This is an optimization exercise on Yosys and OpenROAD, whose aim is small area, a short achievable clock period and few clock cycles per item, not a production implementation.
Function was checked by simulation only, so behaviour that the tests miss may differ from the original.
No activity file was given, so power comes from the tool's default toggle rates.

==> design.v <==
module huff_build (
    input  wire        clk,
    input  wire        rst,
    input  wire        wr_en,
    input  wire [4:0]  wr_sym,
    input  wire [31:0] wr_freq,
    input  wire        start,
    input  wire [4:0]  size_m1,
    output wire        busy,
    output reg         done,
    output reg         err,
    input  wire [4:0]  rd_sym,
    output wire [7:0]  rd_len,
    output wire [31:0] rd_code
);
    localparam N  = 32;
    localparam WW = 37;    
    localparam S_IDLE   = 3'd0;
    localparam S_INIT   = 3'd1;
    localparam S_SCAN   = 3'd2;
    localparam S_MERGE  = 3'd3;
    localparam S_LENFIN = 3'd4;
    localparam S_CAN    = 3'd5;
    localparam S_CHECK  = 3'd6;
    reg [2:0]    state;
    reg [4:0]    nm1;               
    reg [WW-1:0] wt   [0:N-1];      
    reg [5:0]    seq  [0:N-1];      
    reg          act  [0:N-1];      
    reg [4:0]    grp  [0:N-1];      
    reg          used [0:N-1];      
    reg [4:0]    len_q  [0:N-1];
    reg [30:0]   code_q [0:N-1];
    reg [4:0]    idx;
    reg [5:0]    cnt;               
    reg [5:0]    nused;             
    reg          first;             
    reg [5:0]    nseq;              
    reg          m1_v, m2_v;
    reg [4:0]    m1_i, m2_i;
    reg [WW+5:0] m1_k, m2_k;
    reg [4:0]    cur_len;
    reg [30:0]   cur_code;
    reg [5:0]    remain;
    integer i;
    assign busy    = (state != S_IDLE);
    assign rd_len  = {3'b000, len_q[rd_sym]};
    assign rd_code = {1'b0, code_q[rd_sym]};
    wire [WW+5:0] key_i = {wt[idx], seq[idx]};
    always @(posedge clk) begin
        if (rst) begin
            state <= S_IDLE;
            done  <= 1'b0;
            err   <= 1'b0;
            for (i = 0; i < N; i = i + 1) begin
                len_q[i]  <= 5'd0;
                code_q[i] <= 31'd0;
            end
        end else begin
            done <= 1'b0;
            case (state)
            S_IDLE: begin
                if (wr_en)
                    wt[wr_sym] <= {{(WW-32){1'b0}}, wr_freq};
                if (start) begin
                    nm1   <= size_m1;
                    state <= S_INIT;
                end
            end
            S_INIT: begin
                for (i = 0; i < N; i = i + 1) begin
                    used[i] <= (i <= nm1) && (wt[i] != {WW{1'b0}});
                    act[i]  <= (i <= nm1) && (wt[i] != {WW{1'b0}});
                    seq[i]  <= i[5:0];
                    grp[i]  <= i[4:0];
                end
                cnt   <= 6'd0;
                first <= 1'b1;
                nseq  <= 6'd32;
                idx   <= 5'd0;
                m1_v  <= 1'b0;
                m2_v  <= 1'b0;
                state <= S_SCAN;
            end
            S_SCAN: begin
                if (act[idx]) begin
                    if (!m1_v || key_i < m1_k) begin
                        m2_v <= m1_v;
                        m2_i <= m1_i;
                        m2_k <= m1_k;
                        m1_v <= 1'b1;
                        m1_i <= idx;
                        m1_k <= key_i;
                    end else if (!m2_v || key_i < m2_k) begin
                        m2_v <= 1'b1;
                        m2_i <= idx;
                        m2_k <= key_i;
                    end
                end
                if (first && act[idx])
                    cnt <= cnt + 6'd1;
                if (idx == nm1)
                    state <= first ? S_CHECK : S_MERGE;
                else
                    idx <= idx + 5'd1;
            end
            S_CHECK: begin
                first <= 1'b0;
                nused <= cnt;
                if (cnt == 6'd0) begin
                    err   <= 1'b1;
                    done  <= 1'b1;
                    state <= S_IDLE;
                end else begin
                    err <= 1'b0;
                    for (i = 0; i < N; i = i + 1)
                        if (i <= nm1)
                            len_q[i] <= 5'd0;
                    state <= (cnt == 6'd1) ? S_LENFIN : S_MERGE;
                end
            end
            S_MERGE: begin
                wt[m1_i]  <= wt[m1_i] + wt[m2_i];
                seq[m1_i] <= nseq;
                act[m2_i] <= 1'b0;
                for (i = 0; i < N; i = i + 1)
                    if (used[i] && (grp[i] == m1_i || grp[i] == m2_i)) begin
                        len_q[i] <= len_q[i] + 5'd1;
                        grp[i]   <= m1_i;
                    end
                nseq <= nseq + 6'd1;
                cnt  <= cnt - 6'd1;
                idx  <= 5'd0;
                m1_v <= 1'b0;
                m2_v <= 1'b0;
                state <= (cnt == 6'd2) ? S_LENFIN : S_SCAN;
            end
            S_LENFIN: begin
                for (i = 0; i < N; i = i + 1)
                    if (i <= nm1) begin
                        code_q[i] <= 31'd0;
                        if (used[i] && len_q[i] == 5'd0)
                            len_q[i] <= 5'd1;
                    end
                remain   <= nused;
                cur_len  <= 5'd1;
                cur_code <= 31'd0;
                idx      <= 5'd0;
                state    <= S_CAN;
            end
            S_CAN: begin
                if (used[idx] && len_q[idx] == cur_len) begin
                    code_q[idx] <= cur_code;
                    cur_code    <= cur_code + 31'd1;
                    remain      <= remain - 6'd1;
                    if (remain == 6'd1) begin
                        done  <= 1'b1;
                        state <= S_IDLE;
                    end
                end
                if (idx == nm1) begin
                    idx      <= 5'd0;
                    cur_len  <= cur_len + 5'd1;
                    if (used[idx] && len_q[idx] == cur_len)
                        cur_code <= (cur_code + 31'd1) << 1;
                    else
                        cur_code <= cur_code << 1;
                end else begin
                    idx <= idx + 5'd1;
                end
            end
            default: state <= S_IDLE;
            endcase
        end
    end
endmodule
==> run.sh <==
#!/bin/bash
# synth_recipe.tcl (not shown) runs the flow's synth.tcl, then flattens the netlist and writes it again
# the make line also repeats each setting of config.mk as NAME=value (left out here)
make -C /OpenROAD-flow-scripts/flow DESIGN_CONFIG=/design/flow/config.mk WORK_HOME=/design/flow/orfs CLKGATE_MAP_FILE= SYNTH_SCRIPT=/design/flow/synth_recipe.tcl finish
==> config.mk <==
export PLATFORM = sky130hd
export DESIGN_NAME = huff_build
export DESIGN_NICKNAME = huff_build
export VERILOG_FILES = /design/flow/design.v
export SDC_FILE = /design/flow/constraint.sdc
export NUM_CORES = 4
export LEC_CHECK = 0
export CAP_MARGIN = 20
export CORE_MARGIN = 2
export CORE_UTILIZATION = 40
export PLACE_DENSITY = 0.6
export SLEW_MARGIN = 20
==> constraint.sdc <==
create_clock -name core_clock -period 10.0 [get_ports {clk}]
set_input_delay 2.0000 -clock core_clock [delete_from_list [all_inputs] [get_ports {clk}]]
set_output_delay 2.0000 -clock core_clock [all_outputs]
set_load 0.01 [all_outputs]
==> results.txt <==
- Total CTS buffers: around 330
- Ratio of final minimum period to clock period: 74.8%
- DR vias/cell: 6.69
- #FFs+latches synth: approximately 2900
- DRC Markers: 0
- Drt initial violations: between 15000 and 20000
- Peak supply drop: roughly 0.25 mV
- Top cells by instance count after synthesis: edfxtp_1, mux4_2, nor2_1
- Post-CTS Setup Inserts: 0
- WHS Endpoint: act[21]$_SDFFE_PP0P_
- Final Hold Violating Endpoints: 0
- Via count: around 110k
- Max Cap Viol: 0
- Largest net degree at the start of global routing: 152
- Total Nets Final: between 10000 and 15000
- Worst setup path class: reg2reg
- RePlAce Congestion: 1.04
- Worst Reg-to-Reg Cells: 15
- XOR/XNOR Fraction of Synth Area: around 2.9%
- Outcome: complete, no violations
- R2R Path End: code_q[12][30]$_SDFFCE_PN0P_
- Fmax: approximately 130 MHz
- Clock slew at reported path FFs: ~0.060 ns
- Yosys top cell area share: between 50% and 60%
- Filler cell count in the final layout: approximately 33000
- Max_slew headroom: between 10 and 15%
- Gr ovfl total: 0
- Post-Place Setup Slack: 2.41 ns
- First-pass GRT wire length: approximately 810 mm
- Multi-input gate area: around 0.065 sq mm
- Detailed-route wire length: a little under 600 mm
- PD cells: about 250 mW/mm^2
- Largest family of logic cells by synthesized area: multiplexers
- # rows: about 230
- Worst path required time: approximately 11 ns
- Post-synth ARST share: 0%
- FF-to-FF Start: idx[0]$_DFFE_PP_
- Post-layout minimum cycle time: ~7.5 ns
- Vias in the first global route: roughly 100k
- Hold crit path type: reg2reg
- Crit path max-delay family: simple AND/OR/NAND/NOR gates
- Syn Area/Cell: roughly 15 sq um
- RSZ-0062 raised after global routing: false
- I/O pin cnt: 94
- Post-synthesis compound-gate area fraction: 4.09%
- GRT Total Usage: 29.2%
- Drt first pass iters: 6
- Worst slew pin tran: 1.32 ns
- Leakage: 55.0 nW
- Cell mode on critical path: buf_4
- Die Span X: around 630 microns
- Flop2flop setup slack: 2.52 ns
- Sequential fraction of the synthesis area: 55.8%
- Cells after Synth: 10564
- Count leader, synth: edfxtp_1
- Post-synth EDFFs: approximately 2700
- ANT nets after route: 0
- Clock Latency Late Sink: 0.99 ns
- Startpoint Class: flip-flop
- Share of cells above drive strength 1: 24.6%
- Wire per inst: ~37 microns
- Simple-gate share of the synthesized area: 9.81%
- Max clock buf depth: 4
- Final max-slew violation count: 0
- DP Wirelength: approximately 380 mm
- Number of H-tree levels: 5
- Crit Path Max Fanout: about 130
- Buffers & Inverters on Critical Path: 4
- WHS Path Cells: 2
- Initial antenna violation count: 31
- Die height: 626 microns
- PortBufs: 89
- Crit path cell chain: inv_1, ha_1, and2_2, buf_4, a22o_1, a211oi_1, nand4_1, mux2i_1, xor2_1, and2_1, and3_2, buf_4, nand2_8, o221ai_4, buf_4
- Post-synth top area cell: edfxtp_1
- CTS sink count: between 2000 and 3000
- Reg area: roughly 0.086 sq mm
- Top_reg_cell synth: edfxtp_1
- # resized after CTS: 0
- Hold buffer count at cts: 0
- Hold Startpoint: act[21]$_SDFFE_PP0P_
- Top post-synthesis cells by area: edfxtp_1, mux4_2, nor2_1
- Starting Density: 40.1%
- Adder-Cell Fraction of Synth Area: approximately 1.6%
- Setup TNS: 0 ns
- Worst setup margin: about 2.5 ns
- CP peak stage delay: 1.11 ns
- Cell variety after synth: 86
- Setup violations, final: 0
- Core area: slightly below 0.4 sq mm
- WP data arrival: 8.04 ns
- Cell Area, Synth: about 0.15 sq mm
- Die area: just under 0.4 sq mm
- CTS tree: done
- Worst path slowest cell: o221ai_4
- Clock root cell: clkbuf_16
- P&R area growth vs syn: 11.8%
- Clock Skews: 0.0963 ns
- Mux cell area share after synthesis: 23.2%
- Yosys Warn Count: 4
- Endpoint class of the critical path: flip-flop
-- worst max path at each step --
stage	endpoint	cells after the start	start	slack, ns
after detailed placement	wt[12][35]$_DFFE_PP_	15	flip-flop	2.41
after global routing	code_q[9][26]$_SDFFCE_PN0P_	15	idx[0]$_DFFE_PP_	2.35
final	code_q[12][30]$_SDFFCE_PN0P_	15	idx[0]$_DFFE_PP_	2.52
after global placement	wt[12][35]$_DFFE_PP_	15	flip-flop	2.46
after CTS	wt[17][35]$_DFFE_PP_	15	flip-flop	2.34
after floorplan	wt[0][31]$_DFFE_PP_	18	flip-flop	2.97
-- per-stage QoR --
stage | area, sq um | std cells | hold slack, ns | utilization [%] | power, mW
5_1_grt | 173000 | 15763 | 0.518 | 44.9 | 44.0
3_5_place_dp | 162000 | 15159 | 0.494 | 42.0 | 30.3
2_1_floorplan | 155000 | 10567 | 0.421 | - | 24.8
6_report | 173000 | 15771 | 0.503 | 44.9 | 42.8
4_1_cts | 173000 | 15760 | 0.502 | 44.8 | 42.5
3_3_place_gp | 162000 | 15157 | 0.476 | 42.0 | 30.1
-- area by class of cell --
cell class / instances / share of cell area [%]
inverter: 191 / 0.416
clock inverter: 191 / 1.16
multi-input combinational: 6616 / 37.9
antenna: 9 / 0.0130
tap: 5060 / 3.66
sequential: 2941 / 49.9
clock buffer: 410 / 5.07
timing repair buffer: 353 / 1.88
-- placed cells by master, fill, tap and decap left out, drive strengths merged, types with 25 or more instances in the layout --
| master | n |
|---|---|
| edfxtp | 2729 |
| mux4 | 1487 |
| nor2 | 1296 |
| nand2 | 573 |
| clkbuf | 410 |
| and2 | 290 |
| nor4 | 287 |
| buf | 270 |
| xnor2 | 267 |
| a21oi | 245 |
| xor2 | 244 |
| o21ai | 241 |
| nand3 | 223 |
| dfxtp | 212 |
| inv | 201 |
| ha | 199 |
| nor3 | 184 |
| mux2 | 171 |
| clkinv | 134 |
| nand4 | 110 |
| clkdlybuf4s50 | 83 |
| a31oi | 78 |
| and3 | 58 |
| or3 | 48 |
| a22oi | 46 |
| o22ai | 41 |
| a21o | 41 |
| mux2i | 39 |
| o31ai | 38 |
| a211oi | 34 |
| nand2b | 33 |
| o211ai | 31 |
| nor2b | 31 |
| bufinv | 30 |
| or2 | 26 |
| o211a | 25 |
-- worst reg2reg max path, cell delays in order, from the launching register on --
cell and delay [ns]:
edfxtp_1 0.56, inv_1 0.16, ha_1 0.35, and2_2 0.50, buf_4 0.46, a22o_1 0.33, a211oi_1 0.30, nand4_1 0.15
mux2i_1 0.25, xor2_1 0.21, and2_1 0.57, and3_2 0.29, buf_4 0.55, nand2_8 0.67, o221ai_4 1.12, buf_4 0.60
-- routing by layer --
layer / vias to the layer above / wire, microns / GRT usage, % / share of wire (%)
met2: 7670 / 263000 / 44.7 / 45
met1: 54815 / 211000 / 38.0 / 36
met4: 20 / 38300 / 16.1 / 6.6
met3: 1522 / 70700 / 7.70 / 12
li1: 41556 / - / - / -
met5: - / 121 / 0 / 0.021
-- state kept, by name, indices dropped and copies added, names as in the netlist, 31 cells and up, named ones only --
register,count
wt,1184
code_q,992
seq,192
grp,160
len_q,160
m1_k,43
m2_k,43
act,32
used,32
cur_code,31
-- report_power, final --
part	total, mW	internal (mW)	switching (mW)	leakage [nW]
Combinational	14.9	5.95	8.94	22.3
Sequential	15.6	14.6	1.00	27.4
Clock	12.3	7.04	5.28	5.23
Total	42.8	27.6	15.2	55.0
-- logic make-up after synthesis --
logic type / count (synthesis)
and+or+nand+nor: 3223
DFF: 2941
muxes: 1697
buffers and inverters: 1010
AOI/OAI and AO/OA: 981
xor gates and xnor gates: 511
adders and majority gates: 200
other: 1
Testbench counts, summed over its fixed seeds: cycles 225,329, builds 192.

[afterwards: timing with drivers on the ports]
No port has a modelled driver above. Below, the same layout with a new extraction and two added sets of constraints. Step 1 assumes that a clkbuf_16 drives the clock port and a buf_2 every other input. Step 2, shift: input delay + t, output delay - t, t = (earliest + latest rising clock arrival at the registers) / 2. This alone moves slack from input paths to output paths. Three values: ideal, step 1, step 2; two values: the first two.
shift t [ns]: 1.065
slack for setup (ns): 2.520 / 2.487 / 2.487
worst setup path after step 2: input to output
latest minus earliest clock arrival (ns): 0.111 / 0.111
After both steps this run still meets setup and hold. For this run, drivers alone change the setup slack by -0.033 ns; drivers and shift together by -0.033 ns.
